What follows belongs to an exercise in optimizing a design on an open flow for small area, a short achievable clock period and few clock cycles per item; a production flow would make more cautious choices. At most, simulation tests tie the RTL to the original design; equivalence was not proved. Function not checked in run 5: the RTL went through the layout flow alone.

### design.v
module hsw_split (
    input  wire         clk,
    input  wire         rst,         
    input  wire         start,
    input  wire [15:0]  len,         
    output wire         busy,
    input  wire         in_valid,
    input  wire [31:0]  in_data,
    output wire         in_ready,
    output reg          done,
    output wire [255:0] pen,
    output wire [255:0] init,
    output wire [31:0]  mw,
    output wire [255:0] digest
);
    reg         running;
    reg         pre;         
    reg [5:0]   rnd;         
    reg         f61, f62, f63;   
    reg [10:0]  bleft;       
    reg [13:0]  wcnt;        
    reg         tail;        
    reg [15:0]  msg_len;
    reg [31:0]  H [0:7];     
    reg [31:0]  V [0:7];     
    reg [31:0]  w [0:15];    
    reg [31:0]  pa;          
    integer i;
    function [31:0] rotr(input [31:0] x, input integer n);
        rotr = (x >> n) | (x << (32 - n));
    endfunction
    function [31:0] bsig0(input [31:0] x);
        bsig0 = rotr(x, 2) ^ rotr(x, 13) ^ rotr(x, 22);
    endfunction
    function [31:0] bsig1(input [31:0] x);
        bsig1 = rotr(x, 6) ^ rotr(x, 11) ^ rotr(x, 25);
    endfunction
    function [31:0] ssig0(input [31:0] x);
        ssig0 = rotr(x, 7) ^ rotr(x, 18) ^ (x >> 3);
    endfunction
    function [31:0] ssig1(input [31:0] x);
        ssig1 = rotr(x, 17) ^ rotr(x, 19) ^ (x >> 10);
    endfunction
    localparam [2047:0] KTAB = {
        32'hc67178f2, 32'hbef9a3f7, 32'ha4506ceb, 32'h90befffa,    
        32'h8cc70208, 32'h84c87814, 32'h78a5636f, 32'h748f82ee,    
        32'h682e6ff3, 32'h5b9cca4f, 32'h4ed8aa4a, 32'h391c0cb3,    
        32'h34b0bcb5, 32'h2748774c, 32'h1e376c08, 32'h19a4c116,    
        32'h106aa070, 32'hf40e3585, 32'hd6990624, 32'hd192e819,    
        32'hc76c51a3, 32'hc24b8b70, 32'ha81a664b, 32'ha2bfe8a1,    
        32'h92722c85, 32'h81c2c92e, 32'h766a0abb, 32'h650a7354,    
        32'h53380d13, 32'h4d2c6dfc, 32'h2e1b2138, 32'h27b70a85,    
        32'h14292967, 32'h06ca6351, 32'hd5a79147, 32'hc6e00bf3,    
        32'hbf597fc7, 32'hb00327c8, 32'ha831c66d, 32'h983e5152,    
        32'h76f988da, 32'h5cb0a9dc, 32'h4a7484aa, 32'h2de92c6f,    
        32'h240ca1cc, 32'h0fc19dc6, 32'hefbe4786, 32'he49b69c1,    
        32'hc19bf174, 32'h9bdc06a7, 32'h80deb1fe, 32'h72be5d74,    
        32'h550c7dc3, 32'h243185be, 32'h12835b01, 32'hd807aa98,    
        32'hab1c5ed5, 32'h923f82a4, 32'h59f111f1, 32'h3956c25b,    
        32'he9b5dba5, 32'hb5c0fbcf, 32'h71374491, 32'h428a2f98    
    };
    localparam [2047:0] KROT = {KTAB[31:0], KTAB[2047:32]};
    localparam [255:0] IV = {
        32'h6a09e667, 32'hbb67ae85, 32'h3c6ef372, 32'ha54ff53a,
        32'h510e527f, 32'h9b05688c, 32'h1f83d9ab, 32'h5be0cd19
    };
    localparam [31:0] PA0 = 32'h2b1ec7e9, D0 = 32'h28c289bb;
    wire is_last  = (bleft == 11'd0);
    wire r6x      = (rnd[5:1] == 5'b11111);     
    wire loading  = running & (r6x ? (pre | ~is_last) : (rnd <= 6'd13));
    wire lenword  = is_last & (rnd == 6'd12 || rnd == 6'd13);
    wire partial  = (wcnt == 14'd0) & ~tail;
    wire need_in  = loading & ((wcnt != 14'd0) | (partial & (msg_len[1:0] != 2'd0)));
    wire stall    = need_in & ~in_valid;
    wire adv      = running & ~stall;
    wire finish   = f63 & is_last;
    wire start_ok = start & ~running;
    wire [16:0] len_p8 = {1'b0, len} + 17'd8;
    assign busy     = running;
    assign in_ready = need_in;
    reg [31:0] pad_word;
    always @(*) begin : padding
        integer k;
        pad_word = 32'd0;
        if (lenword) begin
            if (rnd[0])
                pad_word = {13'd0, msg_len, 3'd0};
        end else if (wcnt != 14'd0) begin
            pad_word = in_data;
        end else if (!tail) begin
            for (k = 0; k < 4; k = k + 1) begin
                if (k < msg_len[1:0])
                    pad_word[31-8*k -: 8] = in_data[31-8*k -: 8];
                else if (k == msg_len[1:0])
                    pad_word[31-8*k -: 8] = 8'h80;
            end
        end
    end
    wire [31:0] a = V[0], b = V[1], c = V[2], d = V[3];
    wire [31:0] e = V[4], f = V[5], g = V[6], h = V[7];
    wire [31:0] s1  = bsig1(e);
    wire [31:0] ch  = (e & f) ^ (~e & g);
    wire [31:0] s0  = bsig0(a);
    wire [31:0] maj = (a & b) ^ (a & c) ^ (b & c);
    wire [31:0] x4  = f63 ? H[4]  : 32'd0;
    wire [31:0] xn0 = f63 ? ~H[0] : 32'd0;
    wire [31:0] a_new = pa + s1 + ch + s0 + maj;
    wire [31:0] e_new = d + pa + s1 + ch + x4 + xn0 + {31'd0, f63};
    wire [31:0] hsa = f61 ? H[3] : f62 ? H[2] : H[1];
    wire [31:0] hse = f61 ? H[7] : f62 ? H[6] : H[5];
    wire [31:0] sum_a = hsa + a;
    wire [31:0] sum_e = hse + e;
    wire [31:0] w_calc = ssig1(w[14]) + w[9] + ssig0(w[1]) + w[0];
    wire        sched  = (rnd >= 6'd14) && (rnd <= 6'd61);
    wire [31:0] w_in   = sched ? w_calc : pad_word;
    wire [31:0] kx   = KROT[32*rnd +: 32];          
    wire [31:0] hx   = f63 ? H[7] : g;               
    wire [31:0] x0   = f62 ? H[0] : 32'd0;
    wire [31:0] pa_n = hx + kx + w[15] + x0;
    wire step    = adv & ~(pre & ~rnd[0]) & ~finish;    
    wire lo_hold = is_last & (f62 | f63);              
    always @(posedge clk) begin
        if (rst) begin
            running <= 1'b0;
            done    <= 1'b0;
        end else if (start_ok) begin
            running <= 1'b1;
            done    <= 1'b0;
            pre     <= 1'b1;
            rnd     <= 6'd62;
            f61     <= 1'b0;
            f62     <= 1'b0;
            f63     <= 1'b0;
            msg_len <= len;
            wcnt    <= len[15:2];
            tail    <= 1'b0;
            bleft   <= len_p8[16:6];
            for (i = 0; i < 8; i = i + 1)
                H[i] <= IV[255-32*i -: 32];
            V[0] <= IV[223:192]; V[1] <= IV[191:160];
            V[2] <= IV[159:128]; V[3] <= D0;
            V[4] <= IV[95:64];   V[5] <= IV[63:32];
            V[6] <= IV[31:0];    V[7] <= 32'd0;
            pa   <= PA0;
        end else if (adv) begin
            rnd <= rnd + 6'd1;
            f61 <= (rnd == 6'd60);
            f62 <= f61;
            f63 <= f62;
            if (rnd[0])
                pre <= 1'b0;
            if (loading && !lenword) begin
                if (wcnt != 14'd0)
                    wcnt <= wcnt - 14'd1;
                else
                    tail <= 1'b1;
            end
            if (step) begin
                V[0] <= a_new;
                V[1] <= f63 ? sum_a : a;
                V[2] <= f63 ? H[2]  : b;
                V[3] <= f63 ? H[3]  : c;
                V[4] <= e_new;
                V[5] <= f63 ? sum_e : e;
                V[6] <= f63 ? H[6]  : f;
                V[7] <= f63 ? H[7]  : g;
                pa   <= pa_n;
            end
            if (f61) begin
                H[3] <= sum_a;
                H[7] <= sum_e;
            end
            if (f62) begin
                H[2] <= sum_a;
                H[6] <= sum_e;
            end
            if (f63) begin
                H[0] <= a_new;
                H[1] <= sum_a;
                H[4] <= e_new;
                H[5] <= sum_e;
                if (is_last)
                    bleft <= bleft;
                else
                    bleft <= bleft - 11'd1;
            end
            if (finish) begin
                running <= 1'b0;
                done    <= 1'b1;
            end else begin
                if (f61 && is_last) begin
                    for (i = 0; i < 8; i = i + 1)
                        w[i] <= H[i];
                end else if (!lo_hold) begin
                    for (i = 0; i < 8; i = i + 1)
                        w[i] <= w[i+1];
                end
                for (i = 8; i < 15; i = i + 1)
                    w[i] <= w[i+1];
                w[15] <= w_in;
            end
        end
    end
    assign pen    = {V[0], V[1], V[2], V[3], V[4], V[5], V[6], V[7]};
    assign digest = {H[0], H[1], H[2], H[3], H[4], H[5], H[6], H[7]};
    assign init   = {w[0], w[1], w[2], w[3], w[4], w[5], w[6], w[7]};
    assign mw     = w[14];
endmodule
### constraint.sdc
create_clock -name core_clock -period 10.0 [get_ports {clk}]
set_input_delay 2.0000 -clock core_clock [delete_from_list [all_inputs] [get_ports {clk}]]
set_output_delay 2.0000 -clock core_clock [all_outputs]
set_load 0.01 [all_outputs]
### config.mk
export PLATFORM = sky130hd
export DESIGN_NAME = hsw_split
export DESIGN_NICKNAME = hsw_split
export VERILOG_FILES = /design/flow/design.v
export SDC_FILE = /design/flow/constraint.sdc
export NUM_CORES = 4
export LEC_CHECK = 0
export CAP_MARGIN = 20
export CORE_MARGIN = 2
export CORE_UTILIZATION = 40
export SETUP_SLACK_MARGIN = 5
export SLEW_MARGIN = 20
### run.sh
#!/bin/bash
# synth_recipe.tcl (not shown) runs the flow's synth.tcl, then flattens the netlist and writes it again
# the make line also repeats each setting of config.mk as NAME=value (left out here)
make -C /OpenROAD-flow-scripts/flow DESIGN_CONFIG=/design/flow/config.mk WORK_HOME=/design/flow/orfs CLKGATE_MAP_FILE= SYNTH_SCRIPT=/design/flow/synth_recipe.tcl finish
==> flow_results.xml, run 1 <==
<?xml version="1.0" encoding="UTF-8"?>
<metrics>
  <group name="final_layout">
    <metric name="drive_gt1_share" unit="%">17.56</metric>
    <metric name="flow.area_growth_from_synthesis" unit="%">30.99</metric>
    <metric name="fin_nets" unit="">7021</metric>
    <metric name="final_util" unit="%">52.66</metric>
  </group>
  <group name="clock_network">
    <metric name="clockRootBuffer" unit="">clkbuf_16</metric>
    <metric name="cts-root-to-sink-buffers" unit="">3</metric>
    <metric name="clkLatencyLatePin" unit="ns">0.80</metric>
    <metric name="tritoncts_clock_tree" unit="">built</metric>
    <metric name="cts-buffers-inserted" unit="">133</metric>
    <metric name="htree_num_levels" unit="">4</metric>
    <metric name="cts.clk_slew.worst_paths" unit="ns">0.06</metric>
    <metric name="clock-sinks" unit="">1110</metric>
    <metric name="cts_hold_buf" unit="">0</metric>
  </group>
  <group name="drt">
    <metric name="drc" unit="">0</metric>
    <metric name="detail_route_antenna_nets" unit="">0</metric>
    <metric name="dr_total_vias" unit="">50654</metric>
    <metric name="via_per_inst" unit="">5.794</metric>
    <metric name="detail_route.iter0.violations" unit="">5960</metric>
    <metric name="dr.pass1.iters" unit="">6</metric>
    <metric name="wire_length_per_cell_after_detailed_routing" unit="um">34.12</metric>
    <metric name="route.final.wire_length" unit="um">298300</metric>
  </group>
  <group name="synthesis">
    <metric name="synth.top_cells.by_area" unit="">edfxtp_1 51%, fa_1 9.6%, mux2_2 4.7%, xnor2_1 4.0%, ha_1 3.9%</metric>
    <metric name="number_of_synthesized_flops_with_an_enable_pin" unit="">1108</metric>
    <metric name="synthDominantCellAreaShare" unit="%">50.91</metric>
    <metric name="area_of_the_mapped_netlist" unit="um2">65360</metric>
    <metric name="synth.ff_latch_count" unit="">1110</metric>
    <metric name="synth_area_per_cell" unit="um2">12.07</metric>
    <metric name="synth.distinct_cells" unit="">84</metric>
    <metric name="synthesized_netlist_net_count" unit="">5986</metric>
    <metric name="netlist_instances" unit="">5417</metric>
    <metric name="asyncSetResetFlopFracSynth" unit="%">0</metric>
    <metric name="netlist.top_cell.by_area" unit="">edfxtp_1</metric>
    <metric name="synth-warning-count" unit="">4</metric>
    <metric name="synth_sequential_area_ratio" unit="%">50.97</metric>
    <metric name="synth_top_flop_cell" unit="">edfxtp_1</metric>
  </group>
  <group name="run_status">
    <metric name="status" unit="">finished clean</metric>
  </group>
  <group name="grt">
    <metric name="initial_antenna_violation_count" unit="">9</metric>
    <metric name="first_pass_grt_wire_length" unit="um">402000</metric>
    <metric name="grt-ovfl-total" unit="">0</metric>
    <metric name="number_of_global_route_vias_before_repair" unit="">48411</metric>
    <metric name="maximum_number_of_pins_on_one_net_before_global_route_repair" unit="">129</metric>
    <metric name="grt_usage" unit="%">34.75</metric>
  </group>
  <group name="timing">
    <metric name="setup_viol" unit="">0</metric>
    <metric name="fin_skew" unit="ns">0.05989</metric>
    <metric name="hold_violations" unit="">0</metric>
    <metric name="period_needed" unit="ns">5.552</metric>
    <metric name="whs" unit="ns">0.3651</metric>
    <metric name="postLayoutSetupSlackWorst" unit="ns">4.448</metric>
    <metric name="max_slew.worst_pin.slew" unit="ns">1.375</metric>
    <metric name="rsz_0062_raised_after_global_routing" unit="">yes</metric>
    <metric name="final-max-slew-violation-count" unit="">0</metric>
    <metric name="achievable-frequency" unit="MHz">180.1</metric>
    <metric name="relSlewSlack" unit="%">8.323</metric>
    <metric name="layout_worst_path_cycle_share" unit="%">55.52</metric>
  </group>
  <group name="setup_path">
    <metric name="worstPathMaxFanout" unit="">6</metric>
    <metric name="timing.critical_path.required" unit="ns">10.51</metric>
    <metric name="timing.critical_path.from_type" unit="">register</metric>
    <metric name="cp-end-kind" unit="">register</metric>
    <metric name="criticalPathCategory" unit="">register to register</metric>
    <metric name="cp_data_arrival_time" unit="ns">6.07</metric>
  </group>
  <group name="die">
    <metric name="floorplan.die_area" unit="um2">166600</metric>
    <metric name="floorplan.io_pins" unit="">855</metric>
    <metric name="width_of_the_chip" unit="um">408.2</metric>
    <metric name="die_h" unit="um">408.2</metric>
    <metric name="core.rowCount" unit="">148</metric>
    <metric name="start_util" unit="%">40.20</metric>
    <metric name="fp.coreArea" unit="um2">162600</metric>
  </group>
  <group name="flow_run">
    <metric name="maxCapViolCount" unit="">0</metric>
  </group>
  <group name="placement">
    <metric name="pre_cts_slack" unit="ns">2.040</metric>
    <metric name="gp_congestion" unit="">0.9819</metric>
    <metric name="portBuffers" unit="">854</metric>
    <metric name="detailedPlacementHpwl" unit="um">222400</metric>
  </group>
  <group name="min_path">
    <metric name="worst_hold_path_class" unit="">register to register</metric>
  </group>
</metrics>
-- worst max-delay path, stage by stage (launching register included) --
cell	delay, ns
edfxtp_1	0.40
buf_12	0.14
clkinvlp_4	0.12
buf_6	0.14
ha_4	0.31
nor2b_4	0.24
buf_6	0.14
buf_4	0.10
nor3_1	0.03
a211oi_1	0.24
a21oi_1	0.09
o21ai_2	0.28
fa_1	0.48
fa_2	0.53
inv_1	0.06
ha_4	0.23
o21ai_1	0.26
o21ai_2	0.12
nand3b_1	0.11
buf_6	0.14
a31oi_4	0.10
nor4_1	0.29
o21bai_1	0.13
a21o_1	0.21
a31oi_1	0.19
xor2_1	0.16
nor2_1	0.05
-- flip-flops by register name (all words and copies together) (netlist names) --
register	flops
w	512
H	256
V	256
pa	32
msg_len	16
wcnt	14
bleft	11
rnd	6
done	1
f61	1
f62	1
f63	1
pre	1
running	1
tail	1
-- cells in the final DEF (no fill, tap or decap), drive strengths merged, types with 85 or more instances in the layout --
cell	synthesis	final
buf	35	313
mux2	272	272
o21ai	281	281
a21oi	263	263
inv	407	406
nor2	372	372
xor2	145	145
nand2	457	457
mux2i	216	216
clkdlybuf4s50	0	853
fa	312	312
clkbuf	246	156
ha	205	205
edfxtp	1108	1108
a21o	84	85
xnor2	300	300
-- synth_stat cells (9+ instances only) --
cell type	count
o31ai_1	18
or2_2	20
or3_1	11
a21oi_1	261
nand2_1	457
a221oi_1	22
nor3_1	62
fa_1	312
inv_1	406
nand3_1	38
nor2b_1	23
clkbuf_1	245
o211ai_1	24
o21bai_1	27
nand2b_1	66
buf_1	33
a21boi_0	11
mux2_2	272
ha_1	205
xor2_1	145
nand4_1	19
a21o_1	83
a22o_1	12
and2_1	82
a211o_1	12
maj3_1	22
o21a_1	22
o21ai_0	279
and3_1	21
a211oi_1	44
mux2i_1	216
nor2_1	372
a31oi_1	34
xnor2_1	300
o41ai_1	9
edfxtp_1	1108
-- per-layer routing --
layer / track usage, % / wire [um] / vias up
met4: 17.55 / 18450 / 4
met2: 54.26 / 135000 / 2846
met1: 45.92 / 118400 / 25979
met5: 0 / 27 / -
li1: - / - / 21294
met3: 7.135 / 26450 / 531
-- worst paths after layout --
path	to	slack, ns	cells past startpoint	startpoint
setup / recovery	pa[23]$_SDFFCE_PP0P_	4.45	26	rnd[0]$_SDFFCE_PP0P_
hold / removal	w[10][3]$_DFFE_PP_	0.37	0	w[11][3]$_DFFE_PP_
setup reg to reg	pa[23]$_SDFFCE_PP0P_	4.45	26	rnd[0]$_SDFFCE_PP0P_
hold reg to reg	w[10][3]$_DFFE_PP_	0.37	0	w[11][3]$_DFFE_PP_
-- cells by family after synthesis --
family          Yosys count  synth area share (%)
simple gates           1207                 8.305
flops                  1110                 50.97
compound gates          936                 8.877
buf+inv                 689                 3.972
fa+ha+maj               539                 13.82
mux                     491                 8.098
xor+xnor                445                 5.963
-- through the flow --
stage | cell area, um2 | cells | TNS [ns]
after floorplan | 65370 | 5417 | -231.91
after detailed placement | 76420 | 8246 | 0
final | 85610 | 8743 | 0
after global routing | 85600 | 8740 | 0
after CTS | 84510 | 8690 | 0
after global placement | 76420 | 8246 | 0
-- area by class of cell --
type | count | area (um2)
Clock inverter | 91 | 908.4
Clock buffer | 153 | 3425
Tap cell | 2175 | 2721
Timing Repair inverter | 1 | 16.27
Multi-Input combinational cell | 3619 | 31700
Inverter | 408 | 1602
Antenna cell | 7 | 17.52
Timing Repair Buffer | 1179 | 11910
Fill cell | 14308 | 76980
Sequential cell | 1110 | 33310
-- repair_timing --
item	4_1_cts	5_1_grt
setup buffers	188	44
gates cloned	12	2
pin swaps	140	118
gates resized for setup	408	143
setup endpoints to repair	1013	446
Testbench counts, summed over its fixed seeds: cycles 334,976, blocks 5,219.
==> run 2: changes to the inputs <==
--- a/config.mk
+++ b/config.mk
@@ -5,8 +5,9 @@
 export SDC_FILE = /design/flow/constraint.sdc
 export NUM_CORES = 4
 export LEC_CHECK = 0
+export ABC_AREA = 1
 export CAP_MARGIN = 20
 export CORE_MARGIN = 2
-export CORE_UTILIZATION = 40
+export CORE_UTILIZATION = 60
 export SETUP_SLACK_MARGIN = 5
 export SLEW_MARGIN = 20
==> flow_results.xml, run 2 <==
<?xml version="1.0" encoding="UTF-8"?>
<metrics>
  <group name="run_status">
    <metric name="status" unit="">finished clean</metric>
  </group>
  <group name="die">
    <metric name="width_of_the_chip" unit="um">347.0</metric>
    <metric name="fp.coreArea" unit="um2">116500</metric>
    <metric name="start_util" unit="%">60.59</metric>
    <metric name="core.rowCount" unit="">125</metric>
    <metric name="floorplan.io_pins" unit="">855</metric>
    <metric name="die_h" unit="um">347.0</metric>
    <metric name="floorplan.die_area" unit="um2">120400</metric>
  </group>
  <group name="final_layout">
    <metric name="final_util" unit="%">74.04</metric>
    <metric name="multiInputGateArea" unit="um2">32080</metric>
    <metric name="drive_gt1_share" unit="%">7.753</metric>
    <metric name="reg.largest.list" unit="">w (512), H (256), V (256)</metric>
    <metric name="largest_register_ff_count" unit="">512</metric>
    <metric name="instances_no_fill" unit="">10175</metric>
    <metric name="flow.area_growth_from_synthesis" unit="%">22.20</metric>
    <metric name="fillers" unit="">7604</metric>
    <metric name="layout.cells.most_common_list" unit="">1725 x nand2_1, 1267 x inv_1, 1108 x edfxtp_1, 854 x clkdlybuf4s50_1, 490 x nor2_1</metric>
    <metric name="fin_nets" unit="">9085</metric>
    <metric name="final_design_instance_area_without_fill" unit="um2">86270</metric>
    <metric name="largest-register" unit="">w</metric>
    <metric name="seq_area" unit="um2">33310</metric>
    <metric name="most_common_cell_after_layout_fill_and_taps_aside" unit="">nand2_1</metric>
  </group>
  <group name="min_path">
    <metric name="hold_path_startpoint" unit="">w[13][31]$_DFFE_PP_</metric>
    <metric name="worst_hold_path_class" unit="">register to register</metric>
    <metric name="min_path_cells" unit="">0</metric>
    <metric name="min_delay_worst_endpoint" unit="">w[12][31]$_DFFE_PP_</metric>
  </group>
  <group name="synthesis">
    <metric name="synth_sequential_area_ratio" unit="%">47.19</metric>
    <metric name="synth_xor_xnor_area_share" unit="%">3.610</metric>
    <metric name="synthDominantCellAreaShare" unit="%">47.13</metric>
    <metric name="synth_top_flop_cell" unit="">edfxtp_1</metric>
    <metric name="synth.top_cells.by_area" unit="">edfxtp_1 47%, nand2_1 9.3%, fa_1 8.8%, inv_1 6.8%, ha_1 3.6%</metric>
    <metric name="synthesized_netlist_net_count" unit="">8205</metric>
    <metric name="synth-warning-count" unit="">4</metric>
    <metric name="synth_area_per_cell" unit="um2">9.245</metric>
    <metric name="netlist.top_cell.by_area" unit="">edfxtp_1</metric>
    <metric name="synth_top_family_by_area" unit="">simple AND/OR/NAND/NOR gates</metric>
    <metric name="synth.ff_latch_count" unit="">1110</metric>
    <metric name="synth_compound_gate_area_share" unit="%">9.277</metric>
    <metric name="synth.most_common_cell" unit="">nand2_1</metric>
    <metric name="post_synth_fa_ha_maj_area_fraction" unit="%">12.55</metric>
    <metric name="area_of_the_mapped_netlist" unit="um2">70600</metric>
    <metric name="asyncSetResetFlopFracSynth" unit="%">0</metric>
    <metric name="number_of_synthesized_flops_with_an_enable_pin" unit="">1108</metric>
    <metric name="area_share_of_and_or_nand_nor_cells_after_synthesis" unit="%">16.53</metric>
    <metric name="yosys-mux-area-fraction" unit="%">2.435</metric>
    <metric name="synthTopCellsByCount" unit="">1740 x nand2_1, 1278 x inv_1, 1108 x edfxtp_1</metric>
    <metric name="synth.distinct_cells" unit="">62</metric>
    <metric name="netlist_instances" unit="">7636</metric>
  </group>
  <group name="drt">
    <metric name="dr_total_vias" unit="">69124</metric>
    <metric name="route.final.wire_length" unit="um">355900</metric>
    <metric name="detail_route.iter0.violations" unit="">14004</metric>
    <metric name="detail_route_antenna_nets" unit="">0</metric>
    <metric name="wire_length_per_cell_after_detailed_routing" unit="um">34.98</metric>
    <metric name="via_per_inst" unit="">6.794</metric>
    <metric name="drc" unit="">0</metric>
    <metric name="dr.pass1.iters" unit="">14</metric>
  </group>
  <group name="clock_network">
    <metric name="cts-root-to-sink-buffers" unit="">3</metric>
    <metric name="clockRootBuffer" unit="">clkbuf_16</metric>
    <metric name="clock-sinks" unit="">1110</metric>
    <metric name="htree_num_levels" unit="">3</metric>
    <metric name="clkLatencyLatePin" unit="ns">0.80</metric>
    <metric name="cts.clk_slew.worst_paths" unit="ns">0.08</metric>
    <metric name="tritoncts_clock_tree" unit="">built</metric>
    <metric name="cts-buffers-inserted" unit="">115</metric>
    <metric name="cts_hold_buf" unit="">0</metric>
  </group>
  <group name="setup_path">
    <metric name="timing.critical_path.mode_cell" unit="">nand2_1</metric>
    <metric name="startpoint_of_the_worst_register_to_register_path" unit="">V[4][0]$_SDFFCE_PP0P_</metric>
    <metric name="cpMaxStageDelayCell" unit="">edfxtp_1</metric>
    <metric name="crit-reg2reg-capture" unit="">V[4][23]$_SDFFCE_PP0P_</metric>
    <metric name="criticalPathCategory" unit="">register to register</metric>
    <metric name="reg2reg_slack" unit="ns">4.90</metric>
    <metric name="cp_cell_sequence" unit="">xnor2_1, xor2_1, fa_1, inv_1, fa_1, fa_1, ha_1, nand2_1, inv_1, a21oi_1, nand2_1, nor2_1, o21ai_0, nand2_1, nand2_1, nor2_1</metric>
    <metric name="timing.critical_path.from_type" unit="">register</metric>
    <metric name="crit_path_max_incr_delay" unit="ns">0.83</metric>
    <metric name="cp-end-kind" unit="">register</metric>
    <metric name="cp_data_arrival_time" unit="ns">5.66</metric>
    <metric name="timing.critical_path.required" unit="ns">10.56</metric>
    <metric name="worstPathMaxFanout" unit="">8</metric>
    <metric name="r2r_cells" unit="">16</metric>
  </group>
  <group name="timing">
    <metric name="period_needed" unit="ns">5.102</metric>
    <metric name="max_slew.worst_pin.slew" unit="ns">1.265</metric>
    <metric name="rsz_0062_raised_after_global_routing" unit="">yes</metric>
    <metric name="fin_skew" unit="ns">0.07590</metric>
    <metric name="relSlewSlack" unit="%">15.65</metric>
    <metric name="tns" unit="ns">0</metric>
    <metric name="achievable-frequency" unit="MHz">196.0</metric>
    <metric name="hold_violations" unit="">0</metric>
    <metric name="layout_worst_path_cycle_share" unit="%">51.02</metric>
    <metric name="final-max-slew-violation-count" unit="">0</metric>
    <metric name="setup_viol" unit="">0</metric>
  </group>
  <group name="grt">
    <metric name="initial_antenna_violation_count" unit="">33</metric>
    <metric name="grt-ovfl-total" unit="">0</metric>
    <metric name="first_pass_grt_wire_length" unit="um">482900</metric>
    <metric name="maximum_number_of_pins_on_one_net_before_global_route_repair" unit="">184</metric>
    <metric name="grt_usage" unit="%">57.37</metric>
    <metric name="number_of_global_route_vias_before_repair" unit="">64943</metric>
  </group>
  <group name="placement">
    <metric name="portBuffers" unit="">854</metric>
    <metric name="gp_congestion" unit="">1.087</metric>
    <metric name="dpl-instance-area" unit="um2">80620</metric>
    <metric name="detailedPlacementHpwl" unit="um">258400</metric>
    <metric name="dp_cells" unit="">9832</metric>
  </group>
  <group name="flow_run">
    <metric name="maxCapViolCount" unit="">0</metric>
  </group>
</metrics>
-- run 2: changes by cell type in the layout (fill, tap and decap cells not counted), moves of 208 or more --
cell	change
inv_1	+880
nand3_1	+338
nand2_1	+1284
a21oi_1	+208
o21ai_0	+215
mux2_2	-252
-- run 2: final cells by class --
class | count | area share (%)
clock inverters | 87 | 1.234
diodes | 35 | 0.1015
clock buffers | 130 | 3.426
inverters | 1288 | 5.661
well taps | 1524 | 2.210
repair buffers | 1010 | 11.57
multi-input cells | 4991 | 37.19
flip-flops and latches | 1110 | 38.61
-- run 2: critical path: cells and delay by family, from the launching register on --
kind / cells / cell delay [ns]
fa+ha+maj: 4 / 1.76
simple gates: 6 / 0.93
flops: 1 / 0.83
xor+xnor: 2 / 0.64
compound gates: 2 / 0.51
buf+inv: 2 / 0.21
-- run 2: kinds of logic after synthesis --
group,count (synthesis)
simple gates,2851
buf+inv,1536
compound gates,1206
flops,1110
fa+ha+maj,522
xor+xnor,291
mux,120
-- run 2: repair_timing --
item | 4_1_cts | 5_1_grt
resized for setup | 75 | 141
pin swaps | 1 | 11
setup buffers | 17 | 69
gates cloned | 1 | 2
endpoints found under the setup margin | 219 | 339
-- run 2: how the worst max path moves through the flow --
stage                     cells past startpoint                endpoint  slack [ns]                  start
after floorplan                               4       w[0][0]$_DFFE_PP_        1.13               in_valid
after global placement                       21    pa[17]$_SDFFCE_PP1P_        4.09   rnd[1]$_SDFFCE_PP1P_
after detailed placement                     21    pa[17]$_SDFFCE_PP1P_        4.06   rnd[1]$_SDFFCE_PP1P_
after CTS                                    23    pa[17]$_SDFFCE_PP1P_        4.78   rnd[0]$_SDFFCE_PP0P_
after global routing                         23    pa[29]$_SDFFCE_PP1P_        4.85   rnd[0]$_SDFFCE_PP0P_
final                                        16  V[4][23]$_SDFFCE_PP0P_        4.90  V[4][0]$_SDFFCE_PP0P_
-- run 2: metrics by stage --
stage	worst slack (ns)	hold WS, ns
floorplan	1.134	0.4003
global placement	4.094	0.4004
detailed placement	4.059	0.4045
CTS	4.782	0.4077
global route	4.854	0.3984
finish	4.898	0.3911
-- run 2: layer usage --
| layer | GRT usage (%) | up-vias | part of all wire (%) |
|---|---|---|---|
| li1 | - | 26875 | - |
| met1 | 63.63 | 31553 | 29 |
| met2 | 77.87 | 8019 | 39 |
| met3 | 30.93 | 2641 | 19 |
| met4 | 53.31 | 36 | 13 |
| met5 | 3.521 | - | 0.18 |
==> run 3: changes to the inputs <==
--- a/config.mk
+++ b/config.mk
@@ -8,6 +8,6 @@
 export ABC_AREA = 1
 export CAP_MARGIN = 20
 export CORE_MARGIN = 2
-export CORE_UTILIZATION = 60
+export CORE_UTILIZATION = 40
 export SETUP_SLACK_MARGIN = 5
 export SLEW_MARGIN = 20
==> flow_results.xml, run 3 <==
<?xml version="1.0" encoding="UTF-8"?>
<metrics>
  <group name="synthesis">
    <metric name="asyncSetResetFlopFracSynth" unit="%">0</metric>
    <metric name="number_of_synthesized_flops_with_an_enable_pin" unit="">1108</metric>
    <metric name="synth.most_common_cell" unit="">nand2_1</metric>
    <metric name="synthTopCellsByCount" unit="">1740 x nand2_1, 1278 x inv_1, 1108 x edfxtp_1</metric>
    <metric name="synth.distinct_cells" unit="">62</metric>
    <metric name="netlist.top_cell.by_area" unit="">edfxtp_1</metric>
    <metric name="netlist_instances" unit="">7636</metric>
    <metric name="synth.ff_latch_count" unit="">1110</metric>
    <metric name="synth_area_per_cell" unit="um2">9.245</metric>
    <metric name="synthDominantCellAreaShare" unit="%">47.13</metric>
    <metric name="area_of_the_mapped_netlist" unit="um2">70600</metric>
    <metric name="synth-warning-count" unit="">4</metric>
    <metric name="synthesized_netlist_net_count" unit="">8205</metric>
    <metric name="synth_sequential_area_ratio" unit="%">47.19</metric>
    <metric name="synth_top_flop_cell" unit="">edfxtp_1</metric>
    <metric name="synth.top_cells.by_area" unit="">edfxtp_1 47%, nand2_1 9.3%, fa_1 8.8%, inv_1 6.8%, ha_1 3.6%</metric>
  </group>
  <group name="grt">
    <metric name="grt_met2_use" unit="%">62.32</metric>
    <metric name="initial_antenna_violation_count" unit="">28</metric>
    <metric name="global_route.usage.met1" unit="%">51.18</metric>
    <metric name="grt-ovfl-total" unit="">0</metric>
    <metric name="maximum_number_of_pins_on_one_net_before_global_route_repair" unit="">149</metric>
    <metric name="grt_use_met3" unit="%">8.566</metric>
    <metric name="number_of_global_route_vias_before_repair" unit="">59152</metric>
    <metric name="grt_usage" unit="%">39.89</metric>
    <metric name="first_pass_grt_wire_length" unit="um">492200</metric>
    <metric name="gr-max-usage-layer" unit="">met2</metric>
  </group>
  <group name="drt">
    <metric name="dr_total_vias" unit="">62171</metric>
    <metric name="detail_route.iter0.violations" unit="">8103</metric>
    <metric name="route.final.wire_length" unit="um">368900</metric>
    <metric name="detail_route_antenna_nets" unit="">0</metric>
    <metric name="wire_length_per_cell_after_detailed_routing" unit="um">33.48</metric>
    <metric name="dr.pass1.iters" unit="">6</metric>
    <metric name="drc" unit="">0</metric>
    <metric name="via_per_inst" unit="">5.642</metric>
  </group>
  <group name="final_layout">
    <metric name="flow.area_growth_from_synthesis" unit="%">24.86</metric>
    <metric name="fin_nets" unit="">9152</metric>
    <metric name="largest_register_ff_count" unit="">512</metric>
    <metric name="layout.cells.most_common_list" unit="">1709 x nand2_1, 1266 x inv_1, 1108 x edfxtp_1, 853 x clkdlybuf4s50_1, 483 x nor2_1</metric>
    <metric name="instances_no_fill" unit="">11020</metric>
    <metric name="largest-register" unit="">w</metric>
    <metric name="drive_gt1_share" unit="%">8.774</metric>
    <metric name="reg.largest.list" unit="">w (512), H (256), V (256)</metric>
    <metric name="most_common_cell_after_layout_fill_and_taps_aside" unit="">nand2_1</metric>
  </group>
  <group name="run_status">
    <metric name="status" unit="">finished clean</metric>
  </group>
  <group name="timing">
    <metric name="final-max-slew-violation-count" unit="">0</metric>
    <metric name="max_slew.worst_pin.slew" unit="ns">1.189</metric>
    <metric name="tns" unit="ns">0</metric>
    <metric name="fin_skew" unit="ns">0.03501</metric>
    <metric name="layout_worst_path_cycle_share" unit="%">49.65</metric>
    <metric name="setup_viol" unit="">0</metric>
    <metric name="period_needed" unit="ns">4.965</metric>
    <metric name="whs" unit="ns">0.4169</metric>
    <metric name="rsz_0062_raised_after_global_routing" unit="">yes</metric>
    <metric name="relSlewSlack" unit="%">20.23</metric>
    <metric name="hold_violations" unit="">0</metric>
    <metric name="postLayoutSetupSlackWorst" unit="ns">5.035</metric>
    <metric name="achievable-frequency" unit="MHz">201.4</metric>
  </group>
  <group name="die">
    <metric name="floorplan.die_area" unit="um2">179900</metric>
    <metric name="core.rowCount" unit="">154</metric>
    <metric name="die_h" unit="um">424.1</metric>
    <metric name="fp.coreArea" unit="um2">175700</metric>
    <metric name="start_util" unit="%">40.17</metric>
    <metric name="width_of_the_chip" unit="um">424.1</metric>
    <metric name="floorplan.io_pins" unit="">855</metric>
  </group>
  <group name="setup_path">
    <metric name="cp_data_arrival_time" unit="ns">5.51</metric>
    <metric name="worstPathMaxFanout" unit="">50</metric>
    <metric name="cpMaxStageDelayCell" unit="">clkinv_2</metric>
    <metric name="timing.critical_path.required" unit="ns">10.55</metric>
    <metric name="timing.critical_path.from_type" unit="">input port</metric>
    <metric name="crit_path_max_incr_delay" unit="ns">0.77</metric>
    <metric name="gate_family_responsible_for_the_most_delay_along_the_worst_path" unit="">buffers and inverters</metric>
    <metric name="criticalPathCategory" unit="">input port to register</metric>
    <metric name="cp_cell_sequence" unit="">clkdlybuf4s50_1, inv_1, nor2_4, buf_6, nor2_4, buf_4, clkinv_2, buf_6, o22ai_1, inv_1</metric>
    <metric name="crit_buf_inv" unit="">7</metric>
    <metric name="cp-end-kind" unit="">register</metric>
    <metric name="path_depth" unit="">10</metric>
    <metric name="r2r_cells" unit="">16</metric>
  </group>
  <group name="placement">
    <metric name="detailedPlacementHpwl" unit="um">288900</metric>
    <metric name="pre_cts_slack" unit="ns">3.588</metric>
    <metric name="dp_cells" unit="">10657</metric>
    <metric name="gp_congestion" unit="">1.019</metric>
    <metric name="portBuffers" unit="">854</metric>
  </group>
  <group name="clock_network">
    <metric name="cts-root-to-sink-buffers" unit="">3</metric>
    <metric name="htree_num_levels" unit="">4</metric>
    <metric name="cts.clk_slew.worst_paths" unit="ns">0.06</metric>
    <metric name="clkLatencyLatePin" unit="ns">0.80</metric>
    <metric name="cts-buffers-inserted" unit="">134</metric>
    <metric name="cts_hold_buf" unit="">0</metric>
    <metric name="clockRootBuffer" unit="">clkbuf_16</metric>
    <metric name="clock-sinks" unit="">1110</metric>
    <metric name="tritoncts_clock_tree" unit="">built</metric>
  </group>
  <group name="flow_run">
    <metric name="maxCapViolCount" unit="">0</metric>
  </group>
  <group name="min_path">
    <metric name="worst_hold_path_class" unit="">register to register</metric>
    <metric name="min_path_cells" unit="">0</metric>
  </group>
</metrics>
[run 3: worst paths after layout]
check	from	endpoint	slack, ns
worst min-delay path	w[13][3]$_DFFE_PP_	w[12][3]$_DFFE_PP_	0.42
worst max register to register	V[4][18]$_SDFFCE_PP1P_	H[4][30]$_SDFFCE_PP1P_	5.05
worst min register to register	w[13][3]$_DFFE_PP_	w[12][3]$_DFFE_PP_	0.42
worst max-delay path	start	V[1][6]$_SDFFCE_PP1P_	5.04
[run 3: worst register-to-register path: cells and delay by family, from the launching register on]
family / cells / cell delay, ns
buffers and inverters: 2 / 0.40
adders and majority gates: 4 / 1.82
DFF: 1 / 0.50
AOI/OAI and AO/OA: 3 / 0.75
xor gates and xnor gates: 2 / 0.66
and+or+nand+nor: 5 / 0.51
[run 3: layout make-up]
type / instances / area, um2
antenna: 7 / 17.52
clock buffer: 158 / 3486
clock inverter: 68 / 678.2
fill: 16684 / 87580
inverter: 1288 / 4883
multi-input combinational: 4992 / 32360
sequential: 1110 / 33310
tap: 2340 / 2928
timing repair buffer: 1057 / 10480
[run 3: what timing repair did]
action | in CTS | in global routing
setup endpoints to repair | 405 | 333
setup buffers | 80 | 44
pin swaps | 8 | 23
gates resized for setup | 154 | 148
cloned | 2 | 4
[run 3: logic make-up (layout without fill, tap and decap cells)]
family                     count (synthesis)  after routing  synth area share [%]
AOI/OAI and AO/OA                       1206           1206                 9.277
other                                      0              7                     0
and+or+nand+nor                         2851           2853                 16.53
xor gates and xnor gates                 291            291                 3.610
adders and majority gates                522            522                 12.55
muxes                                    120            120                 2.435
buffers and inverters                   1536           2571                 8.410
DFF                                     1110           1110                 47.19
[run 3: metal layers]
metal,up-vias,wire (um)
li1,26987,-
met1,30816,142400
met2,3564,165900
met3,774,34280
met4,30,26040
met5,-,225
[run 3: stage by stage]
step           instance area, um2  utilization, %
2_1_floorplan               70640               -
3_3_place_gp                81760           46.52
3_5_place_dp                81760           46.53
4_1_cts                     87150           49.59
5_1_grt                     88130           50.15
6_report                    88150           50.16
==> run 4: changes to the inputs <==
==> flow/run.sh (new file) <==
#!/bin/bash
set -euo pipefail
export BUFFER_PORTS_ARGS="-buffer_cell sky130_fd_sc_hd__buf_1"
export SETUP_SLACK_MARGIN=${OWN_SETUP_MARGIN:-5}
bash standard.sh > flow_make.log 2>&1
==> standard.sh (new file) <==
#!/bin/bash
# synth_recipe.tcl (not shown) runs the flow's synth.tcl, then flattens the netlist and writes it again
# the make line also repeats each setting of config.mk as NAME=value (left out here)
make -C /OpenROAD-flow-scripts/flow DESIGN_CONFIG=/design/flow/config.mk WORK_HOME=/design/flow/orfs CLKGATE_MAP_FILE= SYNTH_SCRIPT=/design/flow/synth_recipe.tcl "${@:-finish}"
--- a/config.mk
+++ b/config.mk
@@ -9,5 +9,4 @@
 export CAP_MARGIN = 20
 export CORE_MARGIN = 2
 export CORE_UTILIZATION = 40
-export SETUP_SLACK_MARGIN = 5
 export SLEW_MARGIN = 20
removed: run.sh
==> flow_results.xml, run 4 <==
<?xml version="1.0" encoding="UTF-8"?>
<metrics>
  <group name="setup_path">
    <metric name="cp-end-kind" unit="">register</metric>
    <metric name="timing.critical_path.mode_cell" unit="">nand2_1</metric>
    <metric name="crit-reg2reg-capture" unit="">H[0][30]$_SDFFCE_PP1P_</metric>
    <metric name="startpoint_of_the_worst_register_to_register_path" unit="">V[4][9]$_SDFFCE_PP0P_</metric>
    <metric name="timing.critical_path.required" unit="ns">10.47</metric>
    <metric name="worstPathMaxFanout" unit="">6</metric>
    <metric name="gate_family_responsible_for_the_most_delay_along_the_worst_path" unit="">adder cells</metric>
    <metric name="cpMaxStageDelayCell" unit="">o21ai_1</metric>
    <metric name="crit_path_max_incr_delay" unit="ns">0.67</metric>
    <metric name="crit_buf_inv" unit="">2</metric>
    <metric name="cp_cell_sequence" unit="">buf_4, o21ai_1, fa_1, inv_1, fa_1, fa_1, ha_1, a21oi_1, o21ai_0, a21oi_1, nand2_1, nand2_1, nand2_1, nand2_1, nand3_1</metric>
    <metric name="criticalPathCategory" unit="">register to register</metric>
    <metric name="r2r_cells" unit="">15</metric>
    <metric name="timing.critical_path.from_type" unit="">register</metric>
    <metric name="reg2reg_slack" unit="ns">5.00</metric>
    <metric name="cp_data_arrival_time" unit="ns">5.47</metric>
  </group>
  <group name="clock_network">
    <metric name="cts-root-to-sink-buffers" unit="">3</metric>
    <metric name="clockRootBuffer" unit="">clkbuf_16</metric>
    <metric name="clkLatencyLatePin" unit="ns">0.82</metric>
    <metric name="tritoncts_clock_tree" unit="">built</metric>
    <metric name="cts.clk_slew.worst_paths" unit="ns">0.06</metric>
    <metric name="htree_num_levels" unit="">4</metric>
    <metric name="cts-buffers-inserted" unit="">133</metric>
    <metric name="clock-sinks" unit="">1110</metric>
  </group>
  <group name="synthesis">
    <metric name="number_of_synthesized_flops_with_an_enable_pin" unit="">1108</metric>
    <metric name="synth.ff_latch_count" unit="">1110</metric>
    <metric name="synth.top_cells.by_area" unit="">edfxtp_1 47%, nand2_1 9.3%, fa_1 8.8%, inv_1 6.8%, ha_1 3.6%</metric>
    <metric name="synth.distinct_cells" unit="">62</metric>
    <metric name="synth-warning-count" unit="">4</metric>
    <metric name="asyncSetResetFlopFracSynth" unit="%">0</metric>
    <metric name="area_of_the_mapped_netlist" unit="um2">70600</metric>
    <metric name="synth_top_flop_cell" unit="">edfxtp_1</metric>
    <metric name="synth_area_per_cell" unit="um2">9.245</metric>
    <metric name="netlist_instances" unit="">7636</metric>
    <metric name="netlist.top_cell.by_area" unit="">edfxtp_1</metric>
    <metric name="synth_sequential_area_ratio" unit="%">47.19</metric>
    <metric name="synthesized_netlist_net_count" unit="">8205</metric>
    <metric name="synthTopCellsByCount" unit="">1740 x nand2_1, 1278 x inv_1, 1108 x edfxtp_1</metric>
    <metric name="synthDominantCellAreaShare" unit="%">47.13</metric>
    <metric name="synth.most_common_cell" unit="">nand2_1</metric>
  </group>
  <group name="placement">
    <metric name="gp_congestion" unit="">1.006</metric>
    <metric name="dp_cells" unit="">10656</metric>
    <metric name="portBuffers" unit="">854</metric>
    <metric name="detailedPlacementHpwl" unit="um">286200</metric>
    <metric name="pre_cts_slack" unit="ns">3.800</metric>
  </group>
  <group name="timing">
    <metric name="hold_violations" unit="">0</metric>
    <metric name="postLayoutSetupSlackWorst" unit="ns">5.002</metric>
    <metric name="period_needed" unit="ns">4.998</metric>
    <metric name="setup_viol" unit="">0</metric>
    <metric name="tns" unit="ns">0</metric>
    <metric name="layout_worst_path_cycle_share" unit="%">49.98</metric>
    <metric name="max_slew.worst_pin.slew" unit="ns">1.231</metric>
    <metric name="fin_skew" unit="ns">0.04622</metric>
    <metric name="final-max-slew-violation-count" unit="">0</metric>
    <metric name="whs" unit="ns">0.4031</metric>
    <metric name="relSlewSlack" unit="%">17.39</metric>
    <metric name="rsz_0062_raised_after_global_routing" unit="">yes</metric>
    <metric name="achievable-frequency" unit="MHz">200.1</metric>
  </group>
  <group name="drt">
    <metric name="detail_route_antenna_nets" unit="">0</metric>
    <metric name="detail_route.iter0.violations" unit="">7976</metric>
    <metric name="dr.pass1.iters" unit="">6</metric>
    <metric name="dr_total_vias" unit="">62507</metric>
    <metric name="wire_length_per_cell_after_detailed_routing" unit="um">32.94</metric>
    <metric name="via_per_inst" unit="">5.671</metric>
    <metric name="drc" unit="">0</metric>
    <metric name="route.final.wire_length" unit="um">363100</metric>
  </group>
  <group name="die">
    <metric name="width_of_the_chip" unit="um">424.1</metric>
    <metric name="fp.coreArea" unit="um2">175700</metric>
    <metric name="start_util" unit="%">40.17</metric>
    <metric name="die_h" unit="um">424.1</metric>
    <metric name="floorplan.io_pins" unit="">855</metric>
    <metric name="core.rowCount" unit="">154</metric>
    <metric name="floorplan.die_area" unit="um2">179900</metric>
  </group>
  <group name="final_layout">
    <metric name="largest-register" unit="">w</metric>
    <metric name="fin_nets" unit="">9131</metric>
    <metric name="final_util" unit="%">47.34</metric>
    <metric name="layout.cells.most_common_list" unit="">1710 x nand2_1, 1265 x inv_1, 1108 x edfxtp_1, 854 x buf_1, 478 x nor2_1</metric>
    <metric name="largest_register_ff_count" unit="">512</metric>
    <metric name="drive_gt1_share" unit="%">8.967</metric>
    <metric name="most_common_cell_after_layout_fill_and_taps_aside" unit="">nand2_1</metric>
    <metric name="flow.area_growth_from_synthesis" unit="%">17.84</metric>
    <metric name="instances_no_fill" unit="">11023</metric>
    <metric name="reg.largest.list" unit="">w (512), H (256), V (256)</metric>
  </group>
  <group name="min_path">
    <metric name="min_delay_worst_endpoint" unit="">w[11][22]$_DFFE_PP_</metric>
    <metric name="worst_hold_path_class" unit="">register to register</metric>
    <metric name="hold_path_startpoint" unit="">w[12][22]$_DFFE_PP_</metric>
    <metric name="min_path_cells" unit="">0</metric>
  </group>
  <group name="grt">
    <metric name="initial_antenna_violation_count" unit="">24</metric>
    <metric name="maximum_number_of_pins_on_one_net_before_global_route_repair" unit="">165</metric>
    <metric name="first_pass_grt_wire_length" unit="um">483800</metric>
    <metric name="grt_usage" unit="%">39.16</metric>
    <metric name="number_of_global_route_vias_before_repair" unit="">58853</metric>
    <metric name="grt-ovfl-total" unit="">0</metric>
  </group>
  <group name="run_status">
    <metric name="status" unit="">finished clean</metric>
  </group>
  <group name="flow_run">
    <metric name="maxCapViolCount" unit="">0</metric>
  </group>
</metrics>
run 4: cells by family (layout without fill, tap and decap cells):
group / after synthesis / in the layout / share of synthesized area (%)
simple gates: 2851 / 2851 / 16.53
buf+inv: 1536 / 2565 / 8.410
compound gates: 1206 / 1206 / 9.277
flops: 1110 / 1110 / 47.19
fa+ha+maj: 522 / 522 / 12.55
xor+xnor: 291 / 291 / 3.610
mux: 120 / 120 / 2.435
other cells: 0 / 18 / 0
run 4: how the worst max path moves through the flow:
| stage | endpoint | from | slack [ns] | cells past startpoint |
|---|---|---|---|---|
| 4_1_cts | V[4][24]$_SDFFCE_PP1P_ | V[4][10]$_SDFFCE_PP0P_ | 4.97 | 14 |
| 3_5_place_dp | pa[25]$_SDFFCE_PP1P_ | rnd[1]$_SDFFCE_PP1P_ | 3.80 | 17 |
| 3_3_place_gp | pa[25]$_SDFFCE_PP1P_ | rnd[0]$_SDFFCE_PP0P_ | 3.74 | 20 |
| 5_1_grt | H[0][29]$_SDFFCE_PP1P_ | V[4][1]$_SDFFCE_PP0P_ | 4.94 | 19 |
| 6_report | H[0][30]$_SDFFCE_PP1P_ | V[4][9]$_SDFFCE_PP0P_ | 5.00 | 15 |
| 2_1_floorplan | w[0][0]$_DFFE_PP_ | in_valid | 1.13 | 4 |
run 4: worst reg2reg max path: cells and delay by family (launching register included):
kind | cells | cell delay, ns
buf+inv | 2 | 0.30
simple gates | 5 | 0.72
fa+ha+maj | 4 | 1.86
compound gates | 4 | 1.38
flops | 1 | 0.40
run 4: cell type report:
type	count	area (um2)
Tap cell	2340	2928
Clock buffer	153	3446
Timing Repair Buffer	1039	4994
Multi-Input combinational cell	4990	32480
Fill cell	17285	92540
Inverter	1288	4901
Sequential cell	1110	33310
Clock inverter	85	1076
Antenna cell	18	45.04
run 4: repair_timing:
action	CTS	global route
gates cloned	2	4
setup endpoints to repair	132	155
resized for setup	169	169
buffers inserted	46	59
pin swaps	16	25
hold buffers	0	0
run 4: routing by layer:
metal | up-vias | routed length (um) | share of wire, % | GRT usage [%]
met2 | 3753 | 164400 | 45 | 61.82
li1 | 26974 | - | - | -
met1 | 30995 | 140800 | 39 | 50.72
met5 | - | 81 | 0.022 | 0
met3 | 771 | 32400 | 8.9 | 7.208
met4 | 14 | 25390 | 7.0 | 22.03
run 4: per-stage QoR:
step	instance area (um2)
after floorplan	70640
after global placement	76410
after detailed placement	76410
final	83190
after CTS	81950
after global routing	83170
==> run 5: changes to the inputs <==
--- a/design.v
+++ b/design.v
@@ -40,6 +40,9 @@
     endfunction
     function [31:0] ssig1(input [31:0] x);
         ssig1 = rotr(x, 17) ^ rotr(x, 19) ^ (x >> 10);
+    endfunction
+    function [63:0] csa(input [31:0] x, input [31:0] y, input [31:0] z);
+        csa = {((x & y) | (x & z) | (y & z)) << 1, x ^ y ^ z};
     endfunction
     localparam [2047:0] KTAB = {
         32'hc67178f2, 32'hbef9a3f7, 32'ha4506ceb, 32'h90befffa,    
@@ -104,19 +107,34 @@
     wire [31:0] maj = (a & b) ^ (a & c) ^ (b & c);
     wire [31:0] x4  = f63 ? H[4]  : 32'd0;
     wire [31:0] xn0 = f63 ? ~H[0] : 32'd0;
-    wire [31:0] a_new = pa + s1 + ch + s0 + maj;
-    wire [31:0] e_new = d + pa + s1 + ch + x4 + xn0 + {31'd0, f63};
+    wire [31:0] a1s, a1c, a2s, a2c, a3s, a3c;
+    assign {a1c, a1s} = csa(s1, ch, pa);
+    assign {a2c, a2s} = csa(s0, maj, a1s);
+    assign {a3c, a3s} = csa(a2s, a2c, a1c);
+    wire [31:0] a_new = a3s + a3c;
+    wire [31:0] e1s, e1c, e1bs, e1bc, e2s, e2c, e3s, e3c;
+    assign {e1c, e1s}   = csa(d, pa, x4);
+    assign {e1bc, e1bs} = csa(s1, ch, xn0);
+    assign {e2c, e2s}   = csa(e1s, e1c | {31'd0, f63}, e1bs);    
+    assign {e3c, e3s}   = csa(e2s, e2c, e1bc);
+    wire [31:0] e_new = e3s + e3c;
     wire [31:0] hsa = f61 ? H[3] : f62 ? H[2] : H[1];
     wire [31:0] hse = f61 ? H[7] : f62 ? H[6] : H[5];
     wire [31:0] sum_a = hsa + a;
     wire [31:0] sum_e = hse + e;
-    wire [31:0] w_calc = ssig1(w[14]) + w[9] + ssig0(w[1]) + w[0];
+    wire [31:0] w1s, w1c, w2s, w2c;
+    assign {w1c, w1s} = csa(w[9], w[0], ssig0(w[1]));
+    assign {w2c, w2s} = csa(w1s, w1c, ssig1(w[14]));
+    wire [31:0] w_calc = w2s + w2c;
     wire        sched  = (rnd >= 6'd14) && (rnd <= 6'd61);
     wire [31:0] w_in   = sched ? w_calc : pad_word;
     wire [31:0] kx   = KROT[32*rnd +: 32];          
     wire [31:0] hx   = f63 ? H[7] : g;               
     wire [31:0] x0   = f62 ? H[0] : 32'd0;
-    wire [31:0] pa_n = hx + kx + w[15] + x0;
+    wire [31:0] p1s, p1c, p2s, p2c;
+    assign {p1c, p1s} = csa(hx, w[15], x0);
+    assign {p2c, p2s} = csa(p1s, p1c, kx);
+    wire [31:0] pa_n = p2s + p2c;
     wire step    = adv & ~(pre & ~rnd[0]) & ~finish;    
     wire lo_hold = is_last & (f62 | f63);              
     always @(posedge clk) begin
--- a/config.mk
+++ b/config.mk
@@ -9,4 +9,5 @@
 export CAP_MARGIN = 20
 export CORE_MARGIN = 2
 export CORE_UTILIZATION = 40
+export CTS_BUF_LIST = sky130_fd_sc_hd__clkbuf_4 sky130_fd_sc_hd__clkbuf_8
 export SLEW_MARGIN = 20
==> flow_results.xml, run 5 <==
<?xml version="1.0" encoding="UTF-8"?>
<metrics>
  <group name="drt">
    <metric name="met2RoutedLength" unit="um">161300</metric>
    <metric name="dr_total_vias" unit="">63134</metric>
    <metric name="detail_route_antenna_nets" unit="">0</metric>
    <metric name="route.final.wire_length" unit="um">378600</metric>
    <metric name="detail_route.iter0.violations" unit="">9210</metric>
    <metric name="via_per_inst" unit="">5.709</metric>
    <metric name="drc" unit="">0</metric>
    <metric name="wire_length_per_cell_after_detailed_routing" unit="um">34.23</metric>
    <metric name="highest_metal_used" unit="">met5</metric>
    <metric name="dr_wl_met3" unit="um">41130</metric>
    <metric name="dr.pass1.iters" unit="">6</metric>
    <metric name="route.layer.met1.wl" unit="um">148800</metric>
  </group>
  <group name="clock_network">
    <metric name="clkLatencyLatePin" unit="ns">1.02</metric>
    <metric name="clock-sinks" unit="">1110</metric>
    <metric name="tritoncts_clock_tree" unit="">built</metric>
    <metric name="cts-buffers-inserted" unit="">198</metric>
    <metric name="cts-root-to-sink-buffers" unit="">3</metric>
    <metric name="clockRootBuffer" unit="">clkbuf_8</metric>
    <metric name="cts.clk_slew.worst_paths" unit="ns">0.07</metric>
    <metric name="htree_num_levels" unit="">4</metric>
  </group>
  <group name="synthesis">
    <metric name="synthesized_netlist_net_count" unit="">8111</metric>
    <metric name="area_of_the_mapped_netlist" unit="um2">70290</metric>
    <metric name="synth_top_flop_cell" unit="">edfxtp_1</metric>
    <metric name="synth_area_per_cell" unit="um2">9.351</metric>
    <metric name="synth-warning-count" unit="">4</metric>
    <metric name="netlist.top_cell.by_area" unit="">edfxtp_1</metric>
    <metric name="synth.top_cells.by_area" unit="">edfxtp_1 47%, fa_1 9.8%, nand2_1 9.0%, inv_1 7.0%, ha_1 3.5%</metric>
    <metric name="synthTopCellsByCount" unit="">1678 x nand2_1, 1309 x inv_1, 1108 x edfxtp_1</metric>
    <metric name="netlist_instances" unit="">7517</metric>
    <metric name="synth.most_common_cell" unit="">nand2_1</metric>
    <metric name="synth.distinct_cells" unit="">57</metric>
    <metric name="asyncSetResetFlopFracSynth" unit="%">0</metric>
    <metric name="number_of_synthesized_flops_with_an_enable_pin" unit="">1108</metric>
    <metric name="synthDominantCellAreaShare" unit="%">47.33</metric>
    <metric name="synth.ff_latch_count" unit="">1110</metric>
    <metric name="synth_sequential_area_ratio" unit="%">47.39</metric>
  </group>
  <group name="grt">
    <metric name="number_of_global_route_vias_before_repair" unit="">58809</metric>
    <metric name="maximum_number_of_pins_on_one_net_before_global_route_repair" unit="">188</metric>
    <metric name="initial_antenna_violation_count" unit="">31</metric>
    <metric name="grt_usage" unit="%">41.22</metric>
    <metric name="first_pass_grt_wire_length" unit="um">502300</metric>
    <metric name="grt-ovfl-total" unit="">0</metric>
  </group>
  <group name="die">
    <metric name="die_h" unit="um">423.2</metric>
    <metric name="width_of_the_chip" unit="um">423.2</metric>
    <metric name="floorplan.io_pins" unit="">855</metric>
    <metric name="start_util" unit="%">40.35</metric>
    <metric name="core.rowCount" unit="">153</metric>
    <metric name="floorplan.die_area" unit="um2">179100</metric>
    <metric name="fp.coreArea" unit="um2">174200</metric>
  </group>
  <group name="setup_path">
    <metric name="worstPathMaxFanout" unit="">5</metric>
    <metric name="gate_family_responsible_for_the_most_delay_along_the_worst_path" unit="">adder cells</metric>
    <metric name="cp_data_arrival_time" unit="ns">5.52</metric>
    <metric name="criticalPathCategory" unit="">register to register</metric>
    <metric name="reg2reg_slack" unit="ns">5.08</metric>
    <metric name="cp-end-kind" unit="">register</metric>
    <metric name="cp_cell_sequence" unit="">xnor2_4, xnor2_4, inv_1, fa_1, inv_1, fa_1, inv_1, fa_1, inv_1, ha_1, a21oi_1, nand2_1, nand3b_1, nand3_1, nand3_1, nand2_1, nand3_1</metric>
    <metric name="timing.critical_path.from_type" unit="">register</metric>
    <metric name="cpMaxStageDelayCell" unit="">edfxtp_1</metric>
    <metric name="timing.critical_path.required" unit="ns">10.60</metric>
    <metric name="crit_buf_inv" unit="">4</metric>
    <metric name="crit_path_max_incr_delay" unit="ns">0.57</metric>
    <metric name="timing.critical_path.mode_cell" unit="">inv_1</metric>
  </group>
  <group name="final_layout">
    <metric name="fin_nets" unit="">9141</metric>
    <metric name="drive_gt1_share" unit="%">9.598</metric>
    <metric name="layout.cells.most_common_list" unit="">1658 x nand2_1, 1295 x inv_1, 1108 x edfxtp_1, 854 x buf_1, 494 x nor2_1</metric>
    <metric name="fillers" unit="">16988</metric>
    <metric name="flow.area_growth_from_synthesis" unit="%">17.18</metric>
    <metric name="final_util" unit="%">47.28</metric>
    <metric name="reg.largest.list" unit="">w (512), H (256), V (256)</metric>
    <metric name="most_common_cell_after_layout_fill_and_taps_aside" unit="">nand2_1</metric>
    <metric name="largest_register_ff_count" unit="">512</metric>
    <metric name="largest-register" unit="">w</metric>
  </group>
  <group name="timing">
    <metric name="final-max-slew-violation-count" unit="">0</metric>
    <metric name="layout_worst_path_cycle_share" unit="%">49.15</metric>
    <metric name="hold_violations" unit="">0</metric>
    <metric name="relSlewSlack" unit="%">7.584</metric>
    <metric name="max_slew.worst_pin.slew" unit="ns">1.386</metric>
    <metric name="tns" unit="ns">0</metric>
    <metric name="period_needed" unit="ns">4.915</metric>
    <metric name="rsz_0062_raised_after_global_routing" unit="">yes</metric>
    <metric name="fin_skew" unit="ns">0.07362</metric>
    <metric name="setup_viol" unit="">0</metric>
    <metric name="achievable-frequency" unit="MHz">203.4</metric>
  </group>
  <group name="placement">
    <metric name="portBuffers" unit="">854</metric>
    <metric name="gp_congestion" unit="">1.023</metric>
    <metric name="detailedPlacementHpwl" unit="um">303100</metric>
  </group>
  <group name="flow_run">
    <metric name="maxCapViolCount" unit="">0</metric>
  </group>
  <group name="run_status">
    <metric name="status" unit="">finished clean</metric>
  </group>
  <group name="min_path">
    <metric name="worst_hold_path_class" unit="">register to register</metric>
  </group>
</metrics>
==> run 5: final timing paths <==
kind / from / endpoint / cells after the start
setup / recovery: V[4][21]$_SDFFCE_PP0P_ / V[0][27]$_SDFFCE_PP1P_ / 17
hold / removal: w[11][12]$_DFFE_PP_ / w[10][12]$_DFFE_PP_ / 0
hold reg to reg: w[11][12]$_DFFE_PP_ / w[10][12]$_DFFE_PP_ / 0
setup reg to reg: V[4][21]$_SDFFCE_PP0P_ / V[0][27]$_SDFFCE_PP1P_ / 17
==> run 5: area by class of cell <==
class	count	area, um2	area share [%]
flip-flops and latches	1110	33310	40.44
inverters	1317	4991	6.060
multi-input cells	4874	32020	38.87
clock inverters	106	923.4	1.121
well taps	2325	2909	3.532
diodes	24	60.06	0.07292
repair buffers	1046	4981	6.047
clock buffers	257	3174	3.854
==> run 5: logic make-up after synthesis <==
logic type               share of synthesized area [%]
adder cells (fa/ha/maj)                          13.34
AND/OR/NAND/NOR                                  15.72
XOR/XNOR                                         3.850
AO/OA/AOI/OAI                                    9.235
buffers and inverters                            8.432
multiplexers                                     2.029
flip-flops                                       47.39
==> run 5: stage by stage <==
step / std cells / setup WS (ns) / instance area (um2) / hold WS (ns)
final: 11059 / 5.085 / 82370 / 0.3829
after global routing: 11040 / 4.947 / 82320 / 0.4097
after CTS: 10980 / 4.990 / 81210 / 0.3974
after detailed placement: 10569 / 4.276 / 76310 / 0.4045
after global placement: 10569 / 4.258 / 76300 / 0.4018
after floorplan: 7517 / 2.221 / 70350 / 0.4003
==> run 5: repair_timing <==
| action | in CTS | in global routing |
|---|---|---|
| endpoints found under the setup margin | 123 | 124 |
| pin swaps | 8 | 14 |
| hold buffers | 0 | 0 |
| gates resized for setup | 99 | 152 |
| buffers inserted | 47 | 54 |
| cloned | 1 | 1 |
==> run 5: worst reg2reg max path, cell delays in order (launching register included) <==
cell	delay, ns
edfxtp_1	0.57
xnor2_4	0.27
xnor2_4	0.31
inv_1	0.10
fa_1	0.49
inv_1	0.09
fa_1	0.55
inv_1	0.06
fa_1	0.49
inv_1	0.05
ha_1	0.35
a21oi_1	0.23
nand2_1	0.14
nand3b_1	0.30
nand3_1	0.19
nand3_1	0.09
nand2_1	0.08
nand3_1	0.18
==> run 5: per-layer routing <==
layer,GRT usage [%],up-vias
met5,0,-
met4,23.89,6
met3,10.05,717
met2,60.63,4326
met1,55.32,31289
li1,-,26796

static timing again, ports no longer ideal:
How much do the figures lean on ideal ports? The routed layouts below were timed once more, with nothing changed but the port constraints.
Step 1 sets driving cells, clkbuf_16 on the clock port and buf_2 on the other inputs (assumed; they add their load-dependent delay and slew).
Step 2 adds t to the input delays and takes it off the output delays; t is the mean of the earliest and latest rising clock arrival at the registers after step 1. Input paths then give back, and output paths get back, about the clock's delay inside the block.
Three values: no drivers, after step 1, after step 2; two values: the first two.
run	shift t [ns]	setup slack, ns	clock arrival spread, ns	worst slew at a driven data input, ns	cell pins on the clock port's net
run 1	0.860	4.448 / 4.448 / 4.267	0.060 / 0.060	0.06	1
run 2	0.853	4.898 / 4.840 / 4.184	0.077 / 0.076	0.09	1
run 3	0.877	5.035 / 5.039 / 4.225	0.035 / 0.035	0.05	1
run 4	0.884	5.002 / 4.981 / 4.301	0.047 / 0.046	0.05	1
run 5	1.073	5.085 / 5.050 / 4.434	0.075 / 0.074	0.04	1
After both steps setup and hold are still met in every run listed. The setup slack of run 3, which loses most, moves by +0.004 ns with the drivers and by -0.810 ns with both steps.
